What follows belongs to an exercise in optimizing a design on an open flow for small area; a production flow would make more cautious choices. Function was checked by simulation only, so behaviour that the tests miss may differ from the original.

==> inputs of fjord <==
==> flow/design.v <==
module pwm_codec (
    input  wire        clk,
    input  wire        rst,           
    input  wire        cmd_valid,
    output wire        cmd_ready,
    input  wire [31:0] cmd,
    input  wire [63:0] op_a,
    input  wire [63:0] op_b,
    input  wire [63:0] op_c,
    output reg         rsp_valid,
    output wire [3:0]  rsp_status,
    output wire [63:0] rsp_r0,
    output wire [63:0] rsp_r1
);
    localparam [2:0] ST_OK            = 3'd0;
    localparam [2:0] ST_ILLEGAL_OP    = 3'd1;
    localparam [2:0] ST_ARG_RANGE     = 3'd2;
    localparam [2:0] ST_FREQ_NONPOS   = 3'd3;
    localparam [2:0] ST_CLOCK_NONPOS  = 3'd4;
    localparam [2:0] ST_PRESCALE_RANGE= 3'd5;
    localparam [2:0] ST_OVERFLOW      = 3'd6;
    localparam [76:0] K21S = 77'd122070312500000000;
    localparam [20:0] K9   = 21'd1953125;
    localparam [3:0] S_IDLE = 4'd0,  S_C1  = 4'd1,  S_C2  = 4'd2,  S_C3  = 4'd3,
                     S_C4   = 4'd4,  S_MUL = 4'd5,  S_ADD = 4'd6,  S_D0  = 4'd7,
                     S_DIV  = 4'd8,  S_DF  = 4'd9,  S_CLN = 4'd10, S_FIX = 4'd11,
                     S_FX2  = 4'd12, S_FW  = 4'd13, S_MSK = 4'd14, S_CLR = 4'd15;
    localparam [2:0] T0 = 3'd0, T255 = 3'd1, T4094 = 3'd2, T4095 = 3'd3,
                     T4096 = 3'd4, T35 = 3'd5;
    localparam [1:0] PA = 2'd0, PB = 2'd1, PC = 2'd2;
    localparam [1:0] XK = 2'd0, XZ = 2'd1, XD = 2'd2, XF = 2'd3;
    localparam [1:0] YP = 2'd0, YR = 2'd1, YH = 2'd2, YZ = 2'd3;
    reg  [76:0] s;                    
    reg  [6:0]  i;                    
    reg  [6:0]  k;                    
    reg  [6:0]  offr;                 
    reg  [3:0]  state;
    reg  [2:0]  st;
    reg         c, dreg, mbit, neg, ovf, remnz, gt, zf, f1, f2, swap, conv2;
    reg  [12:0] h;                    
    wire        pin  = s[76];
    wire        last = (i == 7'd76);
    wire [3:0]  op  = cmd[3:0];
    wire        illegal = (|cmd[31:4]) || (op == 4'd0) || (op > 4'd6);
    wire        c1 = (op == 4'd1), c2 = (op == 4'd2), c3 = (op == 4'd3);
    wire        c4 = (op == 4'd4), c5 = (op == 4'd5), c6 = (op == 4'd6);
    assign rsp_status = {1'b0, st};
    genvar g;
    generate
        for (g = 0; g < 64; g = g + 1) begin : g_r0
            assign rsp_r0[g] = s[76 - g];
        end
        for (g = 0; g < 13; g = g + 1) begin : g_r1
            assign rsp_r1[g] = s[12 - g];
        end
    endgenerate
    assign rsp_r1[63:13] = 51'd0;
    reg  [6:0] offs;      
    reg        bin;       
    reg  [1:0] spsel;     
    reg  [1:0] fpsel;     
    reg        fetch;     
    reg        from;      
    reg  [1:0] xsel;
    reg        din;
    reg  [1:0] ysrc;
    reg        yen, ymul, inv, cin;
    reg        ovr, ovr_val;
    reg        cmp, zout;
    reg  [2:0] tsel;
    reg        hen, hsum;
    reg        fin;
    wire [6:0] divoff = c3 ? offr : c4 ? 7'd14 : c5 ? 7'd67 : 7'd12;
    wire [6:0] kinit  = c3 ? offr : c4 ? 7'd14 : c5 ? 7'd65 : 7'd10;
    wire [1:0] zpsel  = conv2 ? PC : PA;       
    wire [7:0] jj   = {1'b0, i} - {1'b0, offs} - {7'd0, bin};
    wire       jneg = jj[7];
    wire       fcyc = fetch & last;
    wire [1:0] psel = fcyc ? fpsel : spsel;
    wire [6:0] idx  = fcyc ? k : jj[6:0];
    wire       pval = ~idx[6] & (fcyc | ~jneg);
    wire [63:0] pvec = (psel == PA) ? op_a : (psel == PB) ? op_b : op_c;
    wire       opnd_raw = pval & pvec[idx[5:0]];
    wire       opnd = opnd_raw & ~fcyc;
    wire       rom  = ~jneg & K21S[jj[6:0]];
    reg        yraw;
    always @* begin
        case (ysrc)
        YP: yraw = opnd;
        YR: yraw = rom;
        YH: yraw = h[0];
        default: yraw = 1'b0;
        endcase
    end
    wire       y  = yen & (jneg ? cin : ((yraw & (~ymul | mbit)) ^ inv));
    reg        x;
    always @* begin
        case (xsel)
        XK: x = pin;
        XZ: x = 1'b0;
        XD: x = (i == 7'd0) ? din : dreg;
        default: x = (i == 7'd0) ? (pin & remnz) : pin;
        endcase
    end
    wire       cc   = (i == 7'd0) ? cin : c;
    wire       sum  = x ^ y ^ cc;
    wire       cout = (x & y) | (x & cc) | (y & cc);
    wire       out  = ovr ? ovr_val : sum;
    reg        t;
    always @* begin
        case (tsel)
        T255:  t = (i < 7'd8);
        T4094: t = (i != 7'd0) && (i < 7'd12);
        T4095: t = (i < 7'd12);
        T4096: t = (i == 7'd12);
        T35:   t = (i < 7'd35);
        default: t = 1'b0;
        endcase
    end
    wire       z     = zout ? out : opnd;
    wire       gt_c  = (i == 7'd0) ? 1'b0 : gt;
    wire       gt_n  = (z ^ t) ? z : gt_c;
    wire       zf_n  = ((i == 7'd0) ? 1'b1 : zf) & ~z;
    wire       fbit  = from ? K9[k[4:0]] : opnd_raw;
    always @* begin
        offs = 7'd0; bin = 1'b0; spsel = PA; fpsel = PB; fetch = 1'b0; from = 1'b0;
        xsel = XK; din = 1'b0; ysrc = YZ; yen = 1'b0; ymul = 1'b0; inv = 1'b0; cin = 1'b0;
        ovr = 1'b0; ovr_val = 1'b0; cmp = 1'b0; zout = 1'b0; tsel = T0;
        hen = 1'b0; hsum = 1'b0; fin = 1'b0;
        case (state)
        S_C1: begin
            cmp = 1'b1;
            if (c1) begin
                spsel = PB; tsel = T4096;
                xsel = XZ; yen = 1'b1; ysrc = YP;             
            end else if (c2) begin
                spsel = PA; tsel = T4096;
                hen = (i < 7'd13);                            
            end else if (c4) begin
                spsel = PB;
            end else if (c5) begin
                spsel = PA; tsel = T255;
            end else begin
                spsel = PA;
            end
        end
        S_C2: begin
            cmp = 1'b1;
            if (c1) begin
                spsel = PA; tsel = T4096;
                yen = 1'b1; ysrc = YP; inv = 1'b1; cin = 1'b1;    
            end else if (c2) begin
                spsel = PA; tsel = T4094;
            end else if (c3) begin
                spsel = PB; tsel = T4096; xsel = XZ;
                fetch = 1'b1; fpsel = PB;
            end else if (c4) begin
                spsel = zpsel; tsel = T35;
            end else begin
                spsel = PB; xsel = XZ;
                fetch = 1'b1; from = 1'b1;
            end
        end
        S_C3: begin
            cmp = 1'b1;
            if (c1) begin
                spsel = PA; tsel = T4095;
            end else if (c2) begin
                spsel = PB; tsel = T4095;
                xsel = XZ; yen = 1'b1; ysrc = YP;             
            end else begin
                spsel = PB; tsel = T35; xsel = XZ;
                fetch = 1'b1; fpsel = swap ? PB : zpsel;
            end
        end
        S_C4: begin
            cmp = 1'b1; spsel = PB; tsel = T4095;
        end
        S_MUL: begin
            xsel = XD; yen = 1'b1; ymul = 1'b1; fetch = 1'b1;
            if (c3) begin
                ysrc = YR; offs = 7'd2; fpsel = PB;
            end else if (c4) begin
                ysrc = YP; spsel = swap ? zpsel : PB; fpsel = swap ? PB : zpsel;
            end else begin
                ysrc = YP; spsel = PB; from = 1'b1;
            end
        end
        S_ADD: begin
            yen = 1'b1; spsel = PA;
            if (c3) begin
                ysrc = YP;
            end else if (c4) begin
                ysrc = YR;
            end else begin
                ysrc = YP; offs = 7'd2; cin = c5;             
            end
        end
        S_D0: begin
            offs = divoff; spsel = PA; ysrc = c4 ? YR : YP;
            yen = 1'b1; inv = 1'b1; cin = ~c5;
        end
        S_DIV: begin
            offs = divoff; spsel = PA; ysrc = c4 ? YR : YP;
            xsel = XD; din = ~neg;
            yen = 1'b1; inv = ~neg; cin = c5 ? neg : ~neg;
        end
        S_DF: begin
            offs = divoff; bin = 1'b1; spsel = PA; ysrc = c4 ? YR : YP;
            xsel = XD; din = ~neg;
            yen = neg; cin = c5 & neg;
        end
        S_CLN: begin
            offs = kinit;
            ovr = 1'b1; ovr_val = jneg & pin;
        end
        S_FIX: begin
            xsel = XF; zout = 1'b1;
            if (c6) begin
                yen = 1'b1; ysrc = YZ; inv = 1'b1;            
                cmp = 1'b1; tsel = T255;
            end else if (c4) begin
                cmp = 1'b1; tsel = conv2 ? T4095 : T4096;
                hen = ~conv2 & (i < 7'd13);                   
            end else begin
                fin = 1'b1;
            end
        end
        S_FX2: begin
            zout = 1'b1;
            if (c4) begin
                cmp = 1'b1; tsel = T4094;
            end else begin
                fin = 1'b1;
            end
        end
        S_FW: begin
            fin = 1'b1;
            yen = (i < 7'd13); ysrc = YH;
            hen = (i < 7'd13) || (i > 7'd63); hsum = 1'b1;
            ovr = 1'b1;
            ovr_val = f1 ? (i == 7'd12) :
                      f2 ? last :
                      (i < 7'd64) ? pin : (~last & h[0]);
        end
        S_MSK: begin
            fin = 1'b1; ovr = 1'b1;
            ovr_val = ~f2 & (i < 7'd12) & (f1 | pin);
        end
        S_CLR: begin
            fin = 1'b1; ovr = 1'b1; ovr_val = 1'b0;
        end
        default: ;
        endcase
    end
    assign cmd_ready = fin & last;
    wire [6:0] km1 = k - 7'd1;
    task fail;
        input [2:0] code;
        begin
            st    <= code;
            state <= S_CLR;
        end
    endtask
    always @(posedge clk) begin
        s    <= {s[75:0], out};
        dreg <= pin;
        c    <= cout;
        if (cmp) begin
            gt <= gt_n;
            zf <= zf_n;
        end
        if (hen)
            h <= {hsum ? sum : (zout ? out : opnd), h[12:1]};
        if (state == S_CLN)
            remnz <= ((i == 7'd0) ? 1'b0 : remnz) | (~jneg & pin);
        if (state == S_C1 && c3)
            offr <= (i == 7'd0) ? 7'd65 :
                    (opnd && i >= 7'd10) ? 7'd75 - i : offr;
        if ((state == S_MUL || state == S_ADD) && last)
            ovf <= ovf | out | cout;
        if (fcyc) begin
            mbit <= fbit;
            k    <= km1;
        end
        if (rst) begin
            i         <= 7'd0;
            state     <= S_IDLE;
            rsp_valid <= 1'b0;
        end else begin
            i         <= last ? 7'd0 : i + 7'd1;
            rsp_valid <= cmd_valid & cmd_ready;
            if (last) begin
                case (state)
                S_IDLE:
                    if (cmd_valid) begin
                        ovf   <= 1'b0;
                        conv2 <= 1'b0;
                        if (illegal)
                            fail(ST_ILLEGAL_OP);
                        else begin
                            st    <= ST_OK;
                            state <= S_C1;
                        end
                    end
                S_C1: begin
                    k <= c3 ? 7'd12 : 7'd20;
                    if (c2) f2 <= zf_n;
                    if (c1 | c2)
                        if (gt_n) fail(ST_ARG_RANGE); else state <= S_C2;
                    else if (c5)
                        if (gt_n) fail(ST_PRESCALE_RANGE); else state <= S_C2;
                    else
                        if (zf_n) fail(ST_FREQ_NONPOS); else state <= S_C2;
                end
                S_C2: begin
                    if (c2) f1 <= gt_n;
                    if (c1 | c3)
                        if (gt_n) fail(ST_ARG_RANGE); else state <= c1 ? S_C3 : S_MUL;
                    else if (c2)
                        state <= S_C3;
                    else if (c4) begin
                        swap  <= gt_n;
                        k     <= 7'd34;
                        state <= S_C3;
                    end else
                        if (zf_n) fail(ST_CLOCK_NONPOS); else state <= S_MUL;
                end
                S_C3: begin
                    if (c1) f1 <= gt_n;
                    if (c1)
                        state <= S_C4;
                    else if (c2)
                        if (gt_n) fail(ST_ARG_RANGE); else state <= S_FW;
                    else
                        if (swap & gt_n) fail(ST_ARG_RANGE); else state <= S_MUL;
                end
                S_C4: begin
                    f2    <= gt_n;
                    state <= S_MSK;
                end
                S_MUL:
                    if (k[6]) state <= S_ADD;
                S_ADD:
                    if (ovf | out | cout)
                        fail(c4 ? ST_ARG_RANGE : c6 ? ST_PRESCALE_RANGE : ST_OVERFLOW);
                    else
                        state <= S_D0;
                S_D0: begin
                    neg <= out;
                    k   <= kinit;
                    if (!out)
                        fail(c4 ? ST_ARG_RANGE : c6 ? ST_PRESCALE_RANGE : ST_OVERFLOW);
                    else
                        state <= S_DIV;
                end
                S_DIV: begin
                    neg <= out;
                    k   <= km1;
                    if (k == 7'd2) state <= S_DF;
                end
                S_DF:  state <= S_CLN;
                S_CLN: state <= S_FIX;
                S_FIX:
                    if (c4) begin
                        if (!conv2) f2 <= zf_n;
                        if (gt_n) fail(ST_ARG_RANGE); else state <= conv2 ? S_FW : S_FX2;
                    end else if (c6) begin
                        if (gt_n) fail(ST_PRESCALE_RANGE); else state <= S_FX2;
                    end else
                        state <= S_IDLE;
                S_FX2:
                    if (c4) begin
                        f1    <= gt_n;
                        conv2 <= 1'b1;
                        ovf   <= 1'b0;
                        state <= S_C2;
                    end else
                        state <= S_IDLE;
                default:                     
                    state <= S_IDLE;
                endcase
            end
        end
    end
endmodule
==> flow/run.sh <==
#!/bin/bash
# synth_recipe.tcl (not shown) runs the flow's synth.tcl, then flattens the netlist and writes it again
# the make line also repeats each setting of config.mk as NAME=value (left out here)
make -C /OpenROAD-flow-scripts/flow DESIGN_CONFIG=/design/flow/config.mk WORK_HOME=/design/flow/orfs CLKGATE_MAP_FILE= SYNTH_SCRIPT=/design/flow/synth_recipe.tcl finish
==> flow/config.mk <==
export PLATFORM = sky130hd
export DESIGN_NAME = pwm_codec
export DESIGN_NICKNAME = pwm_codec
export VERILOG_FILES = /design/flow/design.v
export SDC_FILE = /design/flow/constraint.sdc
export NUM_CORES = 4
export LEC_CHECK = 0
export CAP_MARGIN = 20
export CORE_MARGIN = 2
export CORE_UTILIZATION = 40
export SLEW_MARGIN = 20
==> flow/constraint.sdc <==
create_clock -name core_clock -period 10.0 [get_ports {clk}]
set_input_delay 2.0000 -clock core_clock [delete_from_list [all_inputs] [get_ports {clk}]]
set_output_delay 2.0000 -clock core_clock [all_outputs]
set_load 0.01 [all_outputs]
==> inputs of violet, as changes to fjord <==
--- a/flow/design.v
+++ b/flow/design.v
@@ -80,5 +80,5 @@
     wire [6:0] idx  = fcyc ? k : jj[6:0];
     wire       pval = ~idx[6] & (fcyc | ~jneg);
-    wire [63:0] pvec = (psel == PA) ? op_a : (psel == PB) ? op_b : op_c;
+    wire [63:0] pvec = (op_a & {64{psel == PA}}) | (op_b & {64{psel == PB}}) | (op_c & {64{psel == PC}});
     wire       opnd_raw = pval & pvec[idx[5:0]];
     wire       opnd = opnd_raw & ~fcyc;
--- a/flow/config.mk
+++ b/flow/config.mk
@@ -6,4 +6,5 @@
 export NUM_CORES = 4
 export LEC_CHECK = 0
+export ABC_AREA = 1
 export CAP_MARGIN = 20
 export CORE_MARGIN = 2
==> reports/results.txt <==
Status: complete, no violations
DP Wirelength: 26.0 mm
CP bufs+invs: 7
RePlAce Congestion: 0.994
Worst R2R Start: state[1]$_SDFFE_PP0P_
Critical path data required time: 10160 ps
Finished Layout Cells: 1843
the above is filed under violet

==> reports/results.txt <==
RePlAce Congestion: 0.982
DP Wirelength: 29.1 mm
Status: complete, no violations
Finished Layout Cells: 1786
CP bufs+invs: 5
Worst R2R Start: state[3]$_SDFFE_PP0P_
Critical path data required time: 10320 ps
the above is filed under fjord

afterwards: timing with drivers on the ports:
Ports are ideal in the flow. The routed layouts listed here were re-timed in OpenROAD. Step 1 sets driving cells, clkbuf_16 on the clock port and buf_2 on the other inputs (assumed; they add their load-dependent delay and slew). Step 2 times the ports against the registers' clock, not the clock port: input delays grow and output delays shrink by t, the midpoint of the rising clock arrivals with the driver on. a / b / c = ideal / step 1 / step 2; a / b = the first two.
run | shift t [ns] | setup WS [ns] | hold WS [ns]
fjord | 0.460 | 0.736 / 0.752 / 0.292 | 0.347 / 0.347 / 0.347
violet | 0.453 | 0.821 / 0.839 / 0.386 | 0.344 / 0.344 / 0.344
After both steps every run listed still meets setup and hold. The setup slack of fjord, which loses most, moves by +0.016 ns with the drivers and by -0.444 ns with both steps.
